Context: an optimization exercise on an open-source flow, tuned for small area, a short achievable clock period and few clock cycles per item. The choices shown serve that exercise and are no tape-out recipe. At most, simulation tests tie the RTL to the original design; equivalence was not proved. Power is estimated from default activity; no workload was simulated.

==> v30 <==
// lamp_ctrl
module lamp_ctrl (
    input  wire        clk,
    input  wire        rst,
    input  wire        cmd_valid,
    output wire        cmd_ready,
    input  wire [3:0]  cmd_op,
    input  wire [7:0]  cmd_a,
    input  wire [7:0]  cmd_b,
    input  wire [7:0]  cmd_c,
    input  wire [15:0] cmd_m,
    input  wire [31:0] cmd_t,
    output reg         rsp_valid,
    output reg  [15:0] rsp_data
);
Settings: LEC_CHECK=0, CAP_MARGIN=20, CORE_MARGIN=2, CORE_UTILIZATION=60, SLEW_MARGIN=20; clock period 12.0 ns.
run.sh (not shown) runs the stock make flow with config.mk's settings and CLKGATE_MAP_FILE= SYNTH_SCRIPT=/design/flow/synth_recipe.tcl, a recipe that flattens the netlist after the stock synthesis.
==> v37 (differences from v30) <==
--- a/flow/design.v
+++ b/flow/design.v
@@ -156,22 +156,24 @@
     reg  [7:0]   P_nx;       
     reg          more;       
     reg  [63:0]  pend;       
     reg  [31:0]  Q;          
     reg  [5:0]   r50;        
     reg  [7:0]   RA;         
+    wire strb_wait = (bank == 3'd7) || (|dm2[8*bank +: 8]) ||
+                     (!mph && (|dm1[8*bank +: 8]));
     wire stall = c_valid && m_mod &&
-                 (c_fop[OP_STROBE] || c_fop[OP_FLASH_ALL] || c_fop[OP_APPLY]);
+                 ((c_fop[OP_STROBE] && strb_wait) || c_fop[OP_FLASH_ALL] || c_fop[OP_APPLY]);
     wire id_ok   = (c_a[7:6] == 2'b00);
     wire x_set   = c_valid && c_setok;
     wire x_off   = c_valid && c_fop[OP_OFF_ALL];
     wire x_fall  = c_valid && !m_mod && c_fop[OP_FLASH_ALL];
     wire x_apply = c_valid && !m_mod && c_fop[OP_APPLY];
     wire x_div   = c_valid && c_fop[OP_SET_DIV];
     wire x_load  = c_valid && c_fop[OP_LOAD_CYCLE];
-    wire x_strb  = c_valid && !m_mod && c_fop[OP_STROBE];
+    wire x_strb  = c_valid && !stall && c_fop[OP_STROBE];
     function [13:0] fu_tab(input [5:0] h);
         case (h)
             6'd0: fu_tab = {8'd0, 6'd0};
             6'd1: fu_tab = {8'd5, 6'd6};
             6'd2: fu_tab = {8'd10, 6'd12};
             6'd3: fu_tab = {8'd15, 6'd18};
Settings changed: CTS_BUF_LIST from default to sky130_fd_sc_hd__clkbuf_4 sky130_fd_sc_hd__clkbuf_8.
==> reports/results.txt <==
Setup CP Type: in -> reg
FF-to-FF Start: r50[2]
Final GP Congestion: 1.155
Status: finished clean
Synth area leaders: edfxtp_1, dfxtp_1, xnor2_1
M1 GR Usage: 0.6198
Worst Hold Slack: 0.3831 ns
Chip width: 349.1 microns
Num CTS Buffers: 137
-- figures above: v30

==> reports/results.txt <==
Worst Hold Slack: 0.4146 ns
Setup CP Type: reg -> reg
Status: finished clean
Num CTS Buffers: 207
M1 GR Usage: 0.6293
Die H: 347.5 microns
Synth area leaders: edfxtp_1, dfxtp_1, xnor2_1
Most frequent cells in the layout: edfxtp_1, nand2_1, xnor2_1
Chip width: 347.5 microns
Final GP Congestion: 1.122
-- figures above: v37

Testbench counts of v30, summed over its fixed seeds: cycles 11,155, items 3,200.
Function not checked in v37: the RTL went through the layout flow alone.

==> 08-02 <==
lamp_ctrl, a different RTL version from the one above (not shown whole).
Settings: LEC_CHECK=0, CAP_MARGIN=20, CORE_MARGIN=2, CORE_UTILIZATION=60, SLEW_MARGIN=20; clock period 12.0 ns.
==> inputs of 09-09, as changes to 08-02 <==
--- a/flow/design.v
+++ b/flow/design.v
@@ -85,17 +85,12 @@
     reg  [7:0]   r1;         
     reg  [7:0]   r2;         
     reg rst_q;
     reg         ready_q;
     reg         c_valid;
     reg  [3:0]  c_op;
-    reg  [9:0]  c_fop;       
-    reg         c_setok;     
-    reg         c_divok;     
-    reg  [7:0]  c_abank;     
-    reg  [7:0]  c_abit;      
     reg  [7:0]  c_a, c_b, c_c;
     reg  [5:0]  c_l;         
     reg  [13:0] c_ab;        
     reg         c_m0;        
     reg         c_mlo;       
     reg         c_mhi;       
@@ -117,30 +112,29 @@
     reg          mph;        
     reg  [7:0]   M1;         
     reg  [9:0]   M3;
     reg  [10:0]  M5, M7;
     reg  [11:0]  M9, M11, M13, M15;
     reg  [7:0]   P_cmp;      
-    reg  [5:0]   fsel;       
-    reg          fallp;      
+    reg  [5:0]   idx_q;      
     reg  [7:0]   P_nx;       
     reg          more;       
     reg  [63:0]  pend;       
     reg  [31:0]  Q;          
     reg  [5:0]   r50;        
     reg  [7:0]   RA;         
     wire stall = c_valid && m_mod &&
-                 (c_fop[OP_STROBE] || c_fop[OP_FLASH_ALL] || c_fop[OP_APPLY]);
+                 (c_op == OP_STROBE || c_op == OP_FLASH_ALL || c_op == OP_APPLY);
     wire id_ok   = (c_a[7:6] == 2'b00);
-    wire x_set   = c_valid && c_setok;
-    wire x_off   = c_valid && c_fop[OP_OFF_ALL];
-    wire x_fall  = c_valid && !m_mod && c_fop[OP_FLASH_ALL];
-    wire x_apply = c_valid && !m_mod && c_fop[OP_APPLY];
-    wire x_div   = c_valid && c_fop[OP_SET_DIV];
-    wire x_load  = c_valid && c_fop[OP_LOAD_CYCLE];
-    wire x_strb  = c_valid && !m_mod && c_fop[OP_STROBE];
+    wire x_set   = c_valid && (c_op == OP_SET_LAMP) && id_ok && (c_c <= 8'd2);
+    wire x_off   = c_valid && (c_op == OP_OFF_ALL);
+    wire x_fall  = c_valid && !m_mod && (c_op == OP_FLASH_ALL);
+    wire x_apply = c_valid && !m_mod && (c_op == OP_APPLY);
+    wire x_div   = c_valid && (c_op == OP_SET_DIV);
+    wire x_load  = c_valid && (c_op == OP_LOAD_CYCLE);
+    wire x_strb  = c_valid && !m_mod && (c_op == OP_STROBE);
     function [13:0] fu_tab(input [7:0] h);
         case (h)
             8'd0: fu_tab = {8'd0, 6'd0};
             8'd1: fu_tab = {8'd1, 6'd14};
             8'd2: fu_tab = {8'd2, 6'd28};
             8'd3: fu_tab = {8'd3, 6'd42};
@@ -366,13 +360,14 @@
     endgenerate
     wire [63:0] rest = pend & ~match;
     wire [63:0] pe_in = m_apply ? rest : nz;
     wire        pe_any;
     wire [5:0]  pe_idx;
     lamp_pe64 u_pe (.v(pe_in), .any(pe_any), .idx(pe_idx));
-    wire [7:0] fp_rd  = fp[8*fsel +: 8];
+    wire [5:0] fp_sel = m_apply ? idx_q : c_a[5:0];
+    wire [7:0] fp_rd  = fp[8*fp_sel +: 8];
     wire        t50_wr = x_fall || x_apply ||
                          (m_apply && first && !tail && (prep != 2'd0 || acnt <= 3'd3));
     wire [9:0]  y50    = {r50, c_t[27:24]};
     reg  [5:0]  r50_out;
     reg  [3:0]  q50;
     integer k;
@@ -394,44 +389,40 @@
         .r_out(rA_out), .q(qA));
     wire round_end = m_apply && (prep == 2'd0) && !tail && (acnt == 3'd6);
     wire mod_half  = m_mod && !mprep && (mcnt == 3'd7);
     wire mod_end   = mod_half && mph;
     wire mod_start = x_div || x_load;
     wire mod_next  = mod_start || (m_mod && !mod_end);
-    wire go        = x_fall || x_apply;
-    wire        div_ok   = c_valid && c_divok;
+    wire any_nz    = |nz;
+    wire go        = x_fall || (x_apply && any_nz);
+    wire        div_ok   = x_div && (c_a != 8'd0) && (c_b != 8'd0);
     wire        m_load = (m_mod && (mprep || mod_half)) ||
                          (m_apply && prep == 2'd2) || round_end;
     wire [11:0] m_d    = {4'd0, P_nx};
     reg ready_n;
     always @(*) begin
         if (accept && (multi_in || (strb_in && mod_next)))
             ready_n = 1'b0;
         else if (stall)
             ready_n = mod_end && (c_op == OP_STROBE);
-        else if (x_apply || x_fall)
+        else if (x_apply)
+            ready_n = ~any_nz;
+        else if (x_fall)
             ready_n = 1'b0;
-        else if (m_apply && prep == 2'd1)
-            ready_n = !fallp && !more;
         else if (m_apply)
             ready_n = tail || (round_end && !more);
         else
             ready_n = 1'b1;
     end
     wire        clr_all = rst_q || x_off;
     wire        set_any = x_set && !clr_all;
     wire        st_wd   = clr_all || (set_any ? (c_b == 8'd0) : ~par);
     wire        dm1_wd  = set_any && (c_c == 8'd1);
     wire        dm2_wd  = set_any && (c_c == 8'd2);
     wire [7:0]  fp_wd   = set_any ? fu : (x_fall && !clr_all) ? 8'd10 : 8'd0;
-    wire [63:0] sel_l;
-    generate
-        for (gi = 0; gi < 64; gi = gi + 1) begin : g_sel
-            assign sel_l[gi] = x_set && c_abank[gi / 8] && c_abit[gi % 8];
-        end
-    endgenerate
+    wire [63:0] sel_l   = x_set ? (64'd1 << c_a[5:0]) : 64'd0;
     wire [63:0] st_en   = {64{clr_all}} | sel_l | ({64{wbp}} & pend & match);
     wire [63:0] dm_en   = {64{clr_all || x_fall}} | sel_l;
     wire [63:0] pd_en   = {64{go}} | ({64{wbp}} & match);
     wire [63:0] pd_wd   = {64{go}} & ({64{x_fall}} | nz);
     wire [63:0] lit = st | ({64{r1 != 8'd0}} & dm1) | ({64{r2 != 8'd0}} & dm2);
     wire [7:0]  v   = lit[8*bank +: 8];
@@ -440,17 +431,12 @@
     wire       wrap   = &cycle;
     integer l;
     always @(posedge clk) begin
         rst_q <= rst;
         if (ready_q) begin
             c_op <= cmd_op;
-            c_fop   <= 10'd1 << cmd_op;
-            c_setok <= (cmd_op == OP_SET_LAMP) && (cmd_a[7:6] == 2'b00) && (cmd_c <= 8'd2);
-            c_divok <= (cmd_op == OP_SET_DIV) && (cmd_a != 8'd0) && (cmd_b != 8'd0);
-            c_abank <= 8'd1 << cmd_a[5:3];
-            c_abit  <= 8'd1 << cmd_a[2:0];
             c_a  <= cmd_a;
             c_b  <= cmd_b;
             c_c  <= cmd_c;
             c_l  <= cmd_m[5:0];
             c_ab <= ab_in;
             c_m0 <= (cmd_m == 16'd0);
@@ -494,13 +480,13 @@
             Q <= {Q[31:28], q50, Q[23:0]};
         else if (m_apply && prep == 2'd2)
             Q <= {Q[31:24], q50, Q[19:0]};
         else
             Q <= {Q[27:20], (t50_wr ? q50 : Q[19:16]), Q[15:4], Q[31:28], Q[3:0]};
         P_cmp <= M1;
-        fsel  <= (accept && cmd_op == OP_READ_FLASH) ? cmd_a[5:0] : pe_idx;
+        idx_q <= pe_idx;
         if (mod_start)
             P_nx <= div_ok ? c_a : div1;
         else if (m_mod && mprep)
             P_nx <= div2;
         else if (!m_mod)
             P_nx <= fp_rd;
@@ -526,18 +512,15 @@
             acnt    <= 3'd0;
         end else if (go) begin
             m_apply <= 1'b1;
             prep    <= 2'd1;
             tail    <= 1'b0;
             first   <= 1'b1;
-            fallp   <= x_fall;
         end else if (m_apply) begin
             if (prep == 2'd1) begin
-                prep    <= (fallp || more) ? 2'd2 : 2'd0;
-                if (!fallp && !more)
-                    m_apply <= 1'b0;
+                prep    <= 2'd2;
             end else if (prep == 2'd2) begin
                 prep    <= 2'd0;
                 acnt    <= 3'd0;
                 RA      <= 8'd0;
             end else if (tail) begin
                 m_apply <= 1'b0;
CORE_UTILIZATION = 40   (was 60)
==> summary.txt <==
09-09 completed with no timing, DRC or antenna violations. 08-02 passed the timing, DRC and antenna checks.
Of 09-09 and 08-02, 08-02 has the higher utilization (gap 21 points).
In 08-02 the cell area is smaller than in 09-09, by 1.6%.
Between 09-09 and 08-02, the lower combinational power is in 08-02 (gap about 2%, measured against 08-02).
Between 08-02 and 09-09, the lower worst hold slack is in 09-09 (gap 0.022 ns).
Sequential cell count: 09-09 is lower than 08-02 (25).
Against 09-09, the synthesized cell count of 08-02 is lower by about 1.6%.
Area after synthesis: 08-02 is larger than 09-09 (about 0.5%).
Between 08-02 and 09-09, the lower die area is in 08-02 (gap about 33%, measured against 09-09).
First-iteration DRC count: 08-02 is higher than 09-09 (1.4%).
Testbench counts of 09-09, summed over its fixed seeds: cycles 12,199, items 3,200.
Function not checked in 08-02: the RTL went through the layout flow alone.

port drivers added, routing unchanged:
No port has a modelled driver above. Below, the same layouts with a new extraction and two added sets of constraints.
Step 1 (the two cells are an assumption about what drives the block):
set clk [get_ports {clk}]
set_driving_cell -lib_cell sky130_fd_sc_hd__clkbuf_16 $clk
set_driving_cell -lib_cell sky130_fd_sc_hd__buf_2 [delete_from_list [all_inputs] $clk]
Step 2 moves the port delays by t, midway between the first and last clock arrival at a register: inputs arrive t later, outputs are due t later. That takes back most of the time a late clock gives input paths.
a / b / c = ideal / step 1 / step 2; a / b = the first two.
run | t, ns | setup slack, ns | worst hold slack (ns) | worst slew at a driven data input, ns | cell pins on the clock port's net
v30 | 0.869 | 7.299 / 7.343 / 6.483 | 0.383 / 0.383 / 0.383 | 0.08 | 1
v37 | 1.018 | 7.003 / 7.003 / 6.700 | 0.415 / 0.415 / 0.415 | 0.08 | 1
08-02 | 0.788 | 6.520 / 6.571 / 5.783 | 0.392 / 0.392 / 0.392 | 0.12 | 1
09-09 | 0.840 | 6.157 / 6.157 / 6.051 | 0.369 / 0.369 / 0.369 | 0.07 | 1
After both steps every run listed still meets setup and hold. The setup slack of v30, which loses most, moves by +0.044 ns with the drivers and by -0.816 ns with both steps.
